From an optimization exercise on the open Yosys and OpenROAD flow, aimed at small area; shortcuts taken in it are not production practice.
RTL that was checked went through simulation tests only; none was proved equivalent to the original.

## MS
==> module fxd, before the edit <==
module fxd #(
    parameter W  = 32,
    parameter K  = 6,
    parameter EW = 8
) (
    input  wire            clk,
    input  wire            rst,
    input  wire            cmd_valid,
    input  wire [W+6:0]    cmd_word,
    output wire            cmd_ready,
    output wire            busy,
    output wire            done,
    output wire [1:0]      result,
    output wire [7:0]      ocount,
    output wire [EW-1:0]   errcode,
    output wire [16+EW-1:0] status,
    output wire            out_valid,
    output wire [7:0]      out_byte,
    output wire [1:0]      out_seg,
    output wire            out_seg_last,
    output wire            out_end,
    input  wire            snk_ready,
    input  wire            snk_err,
    input  wire [EW-1:0]   snk_code
);
    localparam [2:0] IDLE = 3'd0, RESOLVE = 3'd1, INTDIG = 3'd2, FRACDIG = 3'd3,
                     EMIT_SIGN = 3'd4, EMIT_INT = 3'd5, EMIT_POINT = 3'd6,
                     EMIT_FRAC = 3'd7;
    reg [2:0]    phase;
    reg [31:0]   w;
    reg [5:0]    fb;
    reg          pol;
    reg [39:0]   stk;
    reg [2:0]    k;
    reg [7:0]    ocnt;
    reg [1:0]    res;
    reg [EW-1:0] ecode;
    reg          done_q;
    wire [31:0] c_raw = cmd_word[31:0];
    wire [5:0]  c_f   = cmd_word[37:32];
    wire        c_neg = cmd_word[38] & c_raw[31];
    wire        c_legal = ~(c_f[5] & (|c_f[4:0]));
    reg  [31:0] c_mag;
    reg         c_any;
    integer n;
    always @(*) begin
        c_any = 1'b0;
        for (n = 0; n < 32; n = n + 1) begin
            c_mag[n] = c_raw[n] ^ (c_neg & c_any);
            c_any = c_any | c_raw[n];
        end
    end
    wire [4:0]  c_rot = c_f[4:0];
    reg  [31:0] c_w;
    always @(*) begin
        c_w = c_mag;
        if (c_rot[4]) c_w = {c_w[15:0], c_w[31:16]};
        if (c_rot[3]) c_w = {c_w[7:0], c_w[31:8]};
        if (c_rot[2]) c_w = {c_w[3:0], c_w[31:4]};
        if (c_rot[1]) c_w = {c_w[1:0], c_w[31:2]};
        if (c_rot[0]) c_w = {c_w[0], c_w[31:1]};
    end
    reg [31:0] lmask;
    integer m;
    always @(*) lmask = 32'hFFFFFFFF >> fb;
    wire [31:0] iv = w & lmask;
    reg [31:0] iq;
    reg [3:0]  ir;
    reg        dq;
    integer j;
    always @(*) begin
        ir = 4'd0;
        for (j = 31; j >= 0; j = j - 1) begin
            dq = ir[3] | (ir[2] & (ir[1] | ir[0]));
            iq[j] = dq;
            ir = {(ir[2] & ~ir[1] & ~ir[0]) | (ir[3] & ir[0]),
                  (ir[1] & (~ir[2] | ir[0])) | (ir[3] & ~ir[0]),
                  ir[0] ^ dq, iv[j]};
        end
    end
    wire        pre = (fb > 6'd28);
    wire [31:0] pmask = {25'd0, pre & (fb == 6'd29), pre & (fb < 6'd31), pre & (fb < 6'd32), {4{pre}}};
    reg [31:0] fp;
    reg [32:0] fc;       
    reg [31:0] fpp;      
    reg        ca;       
    reg        ta, tb;
    integer b;
    wire [31:0] wa = w & ~pmask;
    always @(*) begin
        fc = 33'd0;
        fpp = 32'd0;
        fp[0] = 1'b0;
        for (b = 1; b < 32; b = b + 1) begin
            ta = (b >= 3) ? w[b-3] : 1'b0;
            tb = w[b-1];
            fpp[b] = ta ^ tb;
            fp[b] = ta ^ tb ^ fc[b];
            fc[b+1] = (ta & tb) | (fc[b] & (ta ^ tb));
        end
        ca = 1'b0;
        for (b = 3; b < 10; b = b + 1)
            ca = (wa[b-3] & wa[b-1]) | (ca & (wa[b-3] ^ wa[b-1]));
    end
    wire        pg   = &fpp[31:10];
    wire        c32a = fc[32] & ~(pg & fc[10] & ~ca);
    wire [3:0]  fdig = {1'b0, w[31:29]} + {3'b000, w[31]} + {3'b000, c32a};
    wire [2:0] kn = k + 3'd1;
    reg fz;
    always @(*) begin
        case (kn)
            3'd1: fz = ~|w[30:0];
            3'd2: fz = ~|w[29:0];
            3'd3: fz = ~|w[28:0];
            3'd4: fz = ~|w[27:0];
            3'd5: fz = ~|w[26:0];
            default: fz = 1'b1;
        endcase
    end
    wire idle = (phase == IDLE);
    assign cmd_ready = idle;
    assign busy      = ~idle;
    assign done      = done_q;
    assign result    = res;
    assign ocount    = ocnt;
    assign errcode   = ecode;
    assign status    = {ecode, ocnt, 4'b0000, res, done_q, ~idle};
    assign out_valid = phase[2];
    assign out_seg   = phase[1:0];
    wire int_last    = (stk[7:4] == 4'hF);
    wire frac_last   = (k == 3'd1);
    assign out_seg_last = (phase == EMIT_INT) ? int_last :
                          (phase == EMIT_FRAC) ? frac_last : 1'b1;
    assign out_end   = (phase == EMIT_FRAC) & frac_last;
    wire [3:0] dig   = phase[1] ? fdig : stk[3:0];
    assign out_byte  = (phase[0]) ? {4'h3, dig} : {4'h2, 2'b11, phase[1], ~phase[1]};
    always @(posedge clk) begin
        if (rst) begin
            phase  <= IDLE;
            ocnt   <= 8'd0;
            res    <= 2'd0;
            ecode  <= {EW{1'b0}};
            done_q <= 1'b0;
        end else begin
            done_q <= 1'b0;
            case (phase)
                IDLE: begin
                    w   <= c_w;
                    fb  <= c_f;
                    pol <= c_neg;
                    stk <= {40{1'b1}};
                    k   <= 3'd0;
                    if (cmd_valid) begin
                        ocnt  <= 8'd0;
                        ecode <= {EW{1'b0}};
                        if (c_legal) begin
                            res   <= 2'd0;
                            phase <= RESOLVE;
                        end else begin
                            res    <= 2'd2;
                            done_q <= 1'b1;
                        end
                    end
                end
                RESOLVE: phase <= INTDIG;
                INTDIG: begin
                    w   <= (w & ~lmask) | iq;
                    stk <= {stk[35:0], ir};
                    if (iq == 32'd0) phase <= FRACDIG;
                end
                FRACDIG: begin
                    k <= kn;
                    if (fz) phase <= pol ? EMIT_SIGN : EMIT_INT;
                end
                default: begin
                    if (snk_err) begin
                        res    <= 2'd3;
                        ecode  <= snk_code;
                        done_q <= 1'b1;
                        phase  <= IDLE;
                    end else if (snk_ready) begin
                        ocnt <= ocnt + 8'd1;
                        case (phase)
                            EMIT_SIGN: phase <= EMIT_INT;
                            EMIT_INT: begin
                                stk <= {4'hF, stk[39:4]};
                                if (int_last) phase <= EMIT_POINT;
                            end
                            EMIT_POINT: phase <= EMIT_FRAC;
                            default: begin
                                w <= fp[31:0];
                                k <= k - 3'd1;
                                if (frac_last) begin
                                    res    <= 2'd1;
                                    done_q <= 1'b1;
                                    phase  <= IDLE;
                                end
                            end
                        endcase
                    end
                end
            endcase
        end
    end
endmodule
make LEC_CHECK=0 ABC_AREA=1 CAP_MARGIN=20 CORE_MARGIN=2 CORE_UTILIZATION=40 SLEW_MARGIN=20 finish   # period 17.0 ns
run.sh (not shown) runs the stock make flow with config.mk's settings and CLKGATE_MAP_FILE= SYNTH_SCRIPT=/design/flow/synth_recipe.tcl, a recipe that flattens the netlist after the stock synthesis.
Input changes introduced in JK (baseline for comparison: MS):
-- flow/design.v --
<<< MS, line 52
    end
    wire [4:0]  c_rot = c_f[4:0];
    reg  [31:0] c_w;
    always @(*) begin
        c_w = c_mag;
        if (c_rot[4]) c_w = {c_w[15:0], c_w[31:16]};
        if (c_rot[3]) c_w = {c_w[7:0], c_w[31:8]};
        if (c_rot[2]) c_w = {c_w[3:0], c_w[31:4]};
        if (c_rot[1]) c_w = {c_w[1:0], c_w[31:2]};
        if (c_rot[0]) c_w = {c_w[0], c_w[31:1]};
    end
    reg [31:0] lmask;
    integer m;
    always @(*) lmask = 32'hFFFFFFFF >> fb;
    wire [31:0] iv = w & lmask;
    reg [31:0] iq;
>>> JK, line 52
    end
    wire [4:0]  c_rot = c_f[4:0];
    wire [63:0] c_dbl = {c_mag, c_mag} >> c_rot;
    wire [31:0] c_w   = c_dbl[31:0];
    reg [31:0] lmask;
    integer m;
    always @(*) for (m = 0; m < 32; m = m + 1) lmask[m] = (m + fb < 32);
    wire [31:0] iv = w & lmask;
    reg [31:0] iq;
<<< MS, line 80
    end
    wire        pre = (fb > 6'd28);
    wire [31:0] pmask = {25'd0, pre & (fb == 6'd29), pre & (fb < 6'd31), pre & (fb < 6'd32), {4{pre}}};
    reg [31:0] fp;
    reg [32:0] fc;       
>>> JK, line 73
    end
    wire        pre = (fb > 6'd28);
    reg  [31:0] pmask;
    always @(*) for (m = 0; m < 32; m = m + 1) pmask[m] = pre & (m + fb < 36);
    reg [31:0] fp;
    reg [32:0] fc;       
Findings:
Between JK and MS, it is JK whose number of clock buffer instances in the layout is higher, by 1.
Comparing MS against JK, there is no change at all in number of instances resized during post-cts repair.
Clock-cell share of area: MS vs JK — no meaningful difference
JK — number of placement rows 6.8% higher, MS as reference
Area added between synthesis and finish: lower on JK
For number of tap instances, dividing the value from MS by the value from JK gives 0.859.
The worst hold-check slack in JK was higher than what MS gave.
Compare JK and MS | global router's overall resource usage higher: JK
On utilization: JK sits below MS.
Per the comparison of JK with MS, fmax climbed about 0.53%, final setup slack of the worst path climbed 88 ps.
Going from MS to JK, number of cells in the design after placement has increased, final cell area excluding filler cells has increased.
Only the layout flow was run in MS; the RTL was not checked for function there.

========
== the baseline ==
The RTL this note starts from:
==> flow/design.v <==
module fxd #(
    parameter W  = 32,
    parameter K  = 6,
    parameter EW = 8
) (
    input  wire            clk,
    input  wire            rst,
    input  wire            cmd_valid,
    input  wire [W+6:0]    cmd_word,
    output wire            cmd_ready,
    output wire            busy,
    output wire            done,
    output wire [1:0]      result,
    output wire [7:0]      ocount,
    output wire [EW-1:0]   errcode,
    output wire [16+EW-1:0] status,
    output wire            out_valid,
    output wire [7:0]      out_byte,
    output wire [1:0]      out_seg,
    output wire            out_seg_last,
    output wire            out_end,
    input  wire            snk_ready,
    input  wire            snk_err,
    input  wire [EW-1:0]   snk_code
);
    localparam [2:0] IDLE = 3'd0, RESOLVE = 3'd1, INTDIG = 3'd2, FRACDIG = 3'd3,
                     EMIT_SIGN = 3'd4, EMIT_INT = 3'd5, EMIT_POINT = 3'd6,
                     EMIT_FRAC = 3'd7;
    reg [2:0]    phase;
    reg [31:0]   w;
    reg [5:0]    fb;
    reg          pol;
    reg [39:0]   stk;
    reg [2:0]    k;
    reg [4:0]    ocnt;      
    reg [1:0]    res;
    reg [EW-1:0] ecode;
    reg          done_q;
    wire [31:0] c_raw = cmd_word[31:0];
    wire [5:0]  c_f   = cmd_word[37:32];
    wire        c_neg = cmd_word[38] & c_raw[31];
    wire        c_legal = ~(c_f[5] & (|c_f[4:0]));
    reg  [31:0] c_mag;
    reg         c_any;
    integer n;
    always @(*) begin
        c_any = 1'b0;
        for (n = 0; n < 32; n = n + 1) begin
            c_mag[n] = c_raw[n] ^ (c_neg & c_any);
            c_any = c_any | c_raw[n];
        end
    end
    wire [4:0]  c_rot = c_f[4:0];
    reg  [31:0] c_w;
    always @(*) begin
        c_w = c_mag;
        if (c_rot[4]) c_w = {c_w[15:0], c_w[31:16]};
        if (c_rot[3]) c_w = {c_w[7:0], c_w[31:8]};
        if (c_rot[2]) c_w = {c_w[3:0], c_w[31:4]};
        if (c_rot[1]) c_w = {c_w[1:0], c_w[31:2]};
        if (c_rot[0]) c_w = {c_w[0], c_w[31:1]};
    end
    reg [31:0] lmask;
    integer m;
    always @(*) lmask = 32'hFFFFFFFF >> fb;
    wire [31:0] iv = w & lmask;
    reg [31:0] iq;
    reg [2:0]  dv;
    reg        db;
    integer j;
    always @(*) begin
        dv = 3'b000;
        iq[31] = 1'b0;
        for (j = 30; j >= 0; j = j - 1) begin
            db = iv[j+1];
            iq[j] = (db | dv[0]) & (dv[1] | dv[2]);
            dv = {(~db & ~dv[0] & dv[1]) | (db & dv[2]),
                  dv[0] & (db ? ~dv[2] : ~dv[1]),
                  (db ^ dv[1]) | dv[2]};
        end
    end
    wire [3:0] ir = {dv[2], dv[1], dv[0] & ~dv[2], iv[0]};
    wire        pre = (fb > 6'd28);
    wire [31:0] pmask = {25'd0, pre & (fb == 6'd29), pre & (fb < 6'd31), pre & (fb < 6'd32), {4{pre}}};
    reg [31:0] fp;
    reg [32:0] fc;       
    reg [31:0] fpp;      
    reg        ca;       
    reg        ta, tb;
    integer b;
    wire [31:0] wa = w & ~pmask;
    always @(*) begin
        fc = 33'd0;
        fpp = 32'd0;
        fp[0] = 1'b0;
        for (b = 1; b < 32; b = b + 1) begin
            ta = (b >= 3) ? w[b-3] : 1'b0;
            tb = w[b-1];
            fpp[b] = ta ^ tb;
            fp[b] = ta ^ tb ^ fc[b];
            fc[b+1] = (ta & tb) | (fc[b] & (ta ^ tb));
        end
        ca = 1'b0;
        for (b = 3; b < 10; b = b + 1)
            ca = (wa[b-3] & wa[b-1]) | (ca & (wa[b-3] ^ wa[b-1]));
    end
    wire        pg   = &fpp[31:10];
    wire        c32a = fc[32] & ~(pg & fc[10] & ~ca);
    wire [3:0]  fdig = {1'b0, w[31:29]} + {3'b000, w[31]} + {3'b000, c32a};
    wire [2:0] kn = k + 3'd1;
    reg fz;
    always @(*) begin
        case (kn)
            3'd1: fz = ~|w[30:0];
            3'd2: fz = ~|w[29:0];
            3'd3: fz = ~|w[28:0];
            3'd4: fz = ~|w[27:0];
            3'd5: fz = ~|w[26:0];
            default: fz = 1'b1;
        endcase
    end
    wire idle = (phase == IDLE);
    assign cmd_ready = idle;
    assign busy      = ~idle;
    assign done      = done_q;
    assign result    = res;
    assign ocount    = {3'b000, ocnt};
    assign errcode   = ecode;
    assign status    = {ecode, 3'b000, ocnt, 4'b0000, res, done_q, ~idle};
    assign out_valid = phase[2];
    assign out_seg   = phase[1:0];
    wire int_last    = (stk[7:4] == 4'hF);
    wire frac_last   = (k == 3'd1);
    assign out_seg_last = (phase == EMIT_INT) ? int_last :
                          (phase == EMIT_FRAC) ? frac_last : 1'b1;
    assign out_end   = (phase == EMIT_FRAC) & frac_last;
    wire [3:0] dig   = stk[3:0];
    assign out_byte  = (phase[0]) ? {4'h3, dig} : {4'h2, 2'b11, phase[1], ~phase[1]};
    always @(posedge clk) begin
        if (rst) begin
            phase  <= IDLE;
            ocnt   <= 5'd0;
            res    <= 2'd0;
            ecode  <= {EW{1'b0}};
            done_q <= 1'b0;
        end else begin
            done_q <= 1'b0;
            case (phase)
                IDLE: begin
                    w   <= c_w;
                    fb  <= c_f;
                    pol <= c_neg;
                    stk[3:0] <= 4'hF;
                    k   <= 3'd0;
                    if (cmd_valid) begin
                        ocnt  <= 5'd0;
                        ecode <= {EW{1'b0}};
                        if (c_legal) begin
                            res   <= 2'd0;
                            phase <= RESOLVE;
                        end else begin
                            res    <= 2'd2;
                            done_q <= 1'b1;
                        end
                    end
                end
                RESOLVE: phase <= INTDIG;
                INTDIG: begin
                    w   <= (w & ~lmask) | iq;
                    stk <= {stk[35:0], ir};
                    if (iq == 32'd0) phase <= FRACDIG;
                end
                FRACDIG: begin
                    k <= kn;
                    if (fz) phase <= pol ? EMIT_SIGN : EMIT_INT;
                end
                default: begin
                    if (snk_err) begin
                        res    <= 2'd3;
                        ecode  <= snk_code;
                        done_q <= 1'b1;
                        phase  <= IDLE;
                    end else if (snk_ready) begin
                        ocnt <= ocnt + 5'd1;
                        case (phase)
                            EMIT_SIGN: phase <= EMIT_INT;
                            EMIT_INT: begin
                                stk <= {4'hF, stk[39:4]};
                                if (int_last) phase <= EMIT_POINT;
                            end
                            EMIT_POINT: begin
                                stk[3:0] <= fdig;
                                w <= fp[31:0];
                                phase <= EMIT_FRAC;
                            end
                            default: begin
                                stk[3:0] <= fdig;
                                w <= fp[31:0];
                                k <= k - 3'd1;
                                if (frac_last) begin
                                    res    <= 2'd1;
                                    done_q <= 1'b1;
                                    phase  <= IDLE;
                                end
                            end
                        endcase
                    end
                end
            endcase
        end
    end
endmodule
export LEC_CHECK = 0
export ABC_AREA = 1
export CAP_MARGIN = 20
export CORE_MARGIN = 2
export CORE_UTILIZATION = 40
export SLEW_MARGIN = 20
create_clock -name core_clock -period 17.0 [get_ports {clk}]
standard.sh (not shown) runs the stock make flow with config.mk's settings and CLKGATE_MAP_FILE= SYNTH_SCRIPT=/design/flow/synth_recipe.tcl, a recipe that flattens the netlist after the stock synthesis.
==> flow/flow/run.sh <==
#!/bin/bash
set -euo pipefail
here=$(pwd)
rm -rf "$here/scripts_alt"
cp -r "$FLOW_HOME/scripts" "$here/scripts_alt"
cp "$here/flow/abc_area.script" "$here/scripts_alt/abc_area.script"
export SCRIPTS_DIR="$here/scripts_alt"
export BUFFER_PORTS_ARGS="-buffer_cell sky130_fd_sc_hd__buf_1"
export CTS_ARGS="-sink_clustering_enable -repair_clock_nets -dont_use_dummy_load -sink_clustering_size 50 -sink_clustering_max_diameter 300"
bash standard.sh finish > "$here/standard.log" 2>&1
==> flow/flow/abc_area.script <==
strash
&get -n
&deepsyn -T 60
&put
balance
rewrite
refactor
balance
rewrite
rewrite -z
balance
refactor -z
rewrite -z
balance
dch -f
amap
topo
stime -c
buffer -c
upsize -c
dnsize -c
For the candidate, these inputs were changed with respect to the baseline:
-- flow/design.v --
<<< the baseline, line 66
    wire [31:0] iv = w & lmask;
    reg [31:0] iq;
    reg [2:0]  dv;
    reg        db;
    integer j;
    always @(*) begin
        dv = 3'b000;
        iq[31] = 1'b0;
        for (j = 30; j >= 0; j = j - 1) begin
            db = iv[j+1];
            iq[j] = (db | dv[0]) & (dv[1] | dv[2]);
            dv = {(~db & ~dv[0] & dv[1]) | (db & dv[2]),
                  dv[0] & (db ? ~dv[2] : ~dv[1]),
                  (db ^ dv[1]) | dv[2]};
        end
    end
    wire [3:0] ir = {dv[2], dv[1], dv[0] & ~dv[2], iv[0]};
    wire        pre = (fb > 6'd28);
    wire [31:0] pmask = {25'd0, pre & (fb == 6'd29), pre & (fb < 6'd31), pre & (fb < 6'd32), {4{pre}}};
>>> the candidate, line 66
    wire [31:0] iv = w & lmask;
    reg [31:0] iq;
    reg [3:0]  ir;
    reg        dq;
    integer j;
    always @(*) begin
        ir = 4'd0;
        for (j = 31; j >= 0; j = j - 1) begin
            dq = ir[3] | (ir[2] & (ir[1] | ir[0]));
            iq[j] = dq;
            ir = {(ir[2] & ~ir[1] & ~ir[0]) | (ir[3] & ir[0]),
                  (ir[1] & (~ir[2] | ir[0])) | (ir[3] & ~ir[0]),
                  ir[0] ^ dq, iv[j]};
        end
    end
    wire        pre = (fb > 6'd28);
    wire [31:0] pmask = {25'd0, pre & (fb == 6'd29), pre & (fb < 6'd31), pre & (fb < 6'd32), {4{pre}}};
==> summary.txt <==
Final design area excluding fillers essentially unchanged between the baseline and the candidate.
The candidate vs the baseline — final cell count dropped slightly
Transition time at the pin with the least slew margin ends up lower on the baseline.
The candidate vs the baseline — depth of the critical timing path with buffers and inverters included rose 130%.
HPWL after detailed placement: the candidate vs the baseline up 6.3%
The candidate vs the baseline on layout overhead on the synthesized area: the candidate is the lower one.
Lower share of the clock period used by the worst path goes to the baseline over the candidate.
[compare] base=the baseline new=the candidate: total length of routed wires increased by about 6% relative to the old numbers, global-route met3 utilization decreased by 0.56 points relative to the old numbers.
Looking at the candidate and the baseline, the core area is a wash.

## port drivers added, routing unchanged
In the flow no input, the clock included, has a driving cell. The finished layouts below were timed again as built, in two steps. Step 1 assumes that a clkbuf_16 drives the clock port and a buf_2 every other input. Step 2 moves the port delays by t, midway between the first and last clock arrival at a register: inputs arrive t later, outputs are due t later. That takes back most of the time a late clock gives input paths. Three values: no drivers, after step 1, after step 2; two values: the first two.
run | shift t [ns] | setup slack, ns | worst setup path at the end | slew at the worst register clock pin (ns)
MS | 0.401 | 0.425 / 0.381 / 0.782 | register to output | 0.08 / 0.08
JK | 0.399 | 0.513 / 0.470 / 0.869 | register to output | 0.08 / 0.08
the baseline | 0.398 | 3.899 / 3.899 / 3.899 | register to register | 0.08 / 0.08
the candidate | 0.401 | 3.338 / 3.338 / 3.338 | register to register | 0.09 / 0.09
After both steps every run listed still meets setup and hold.
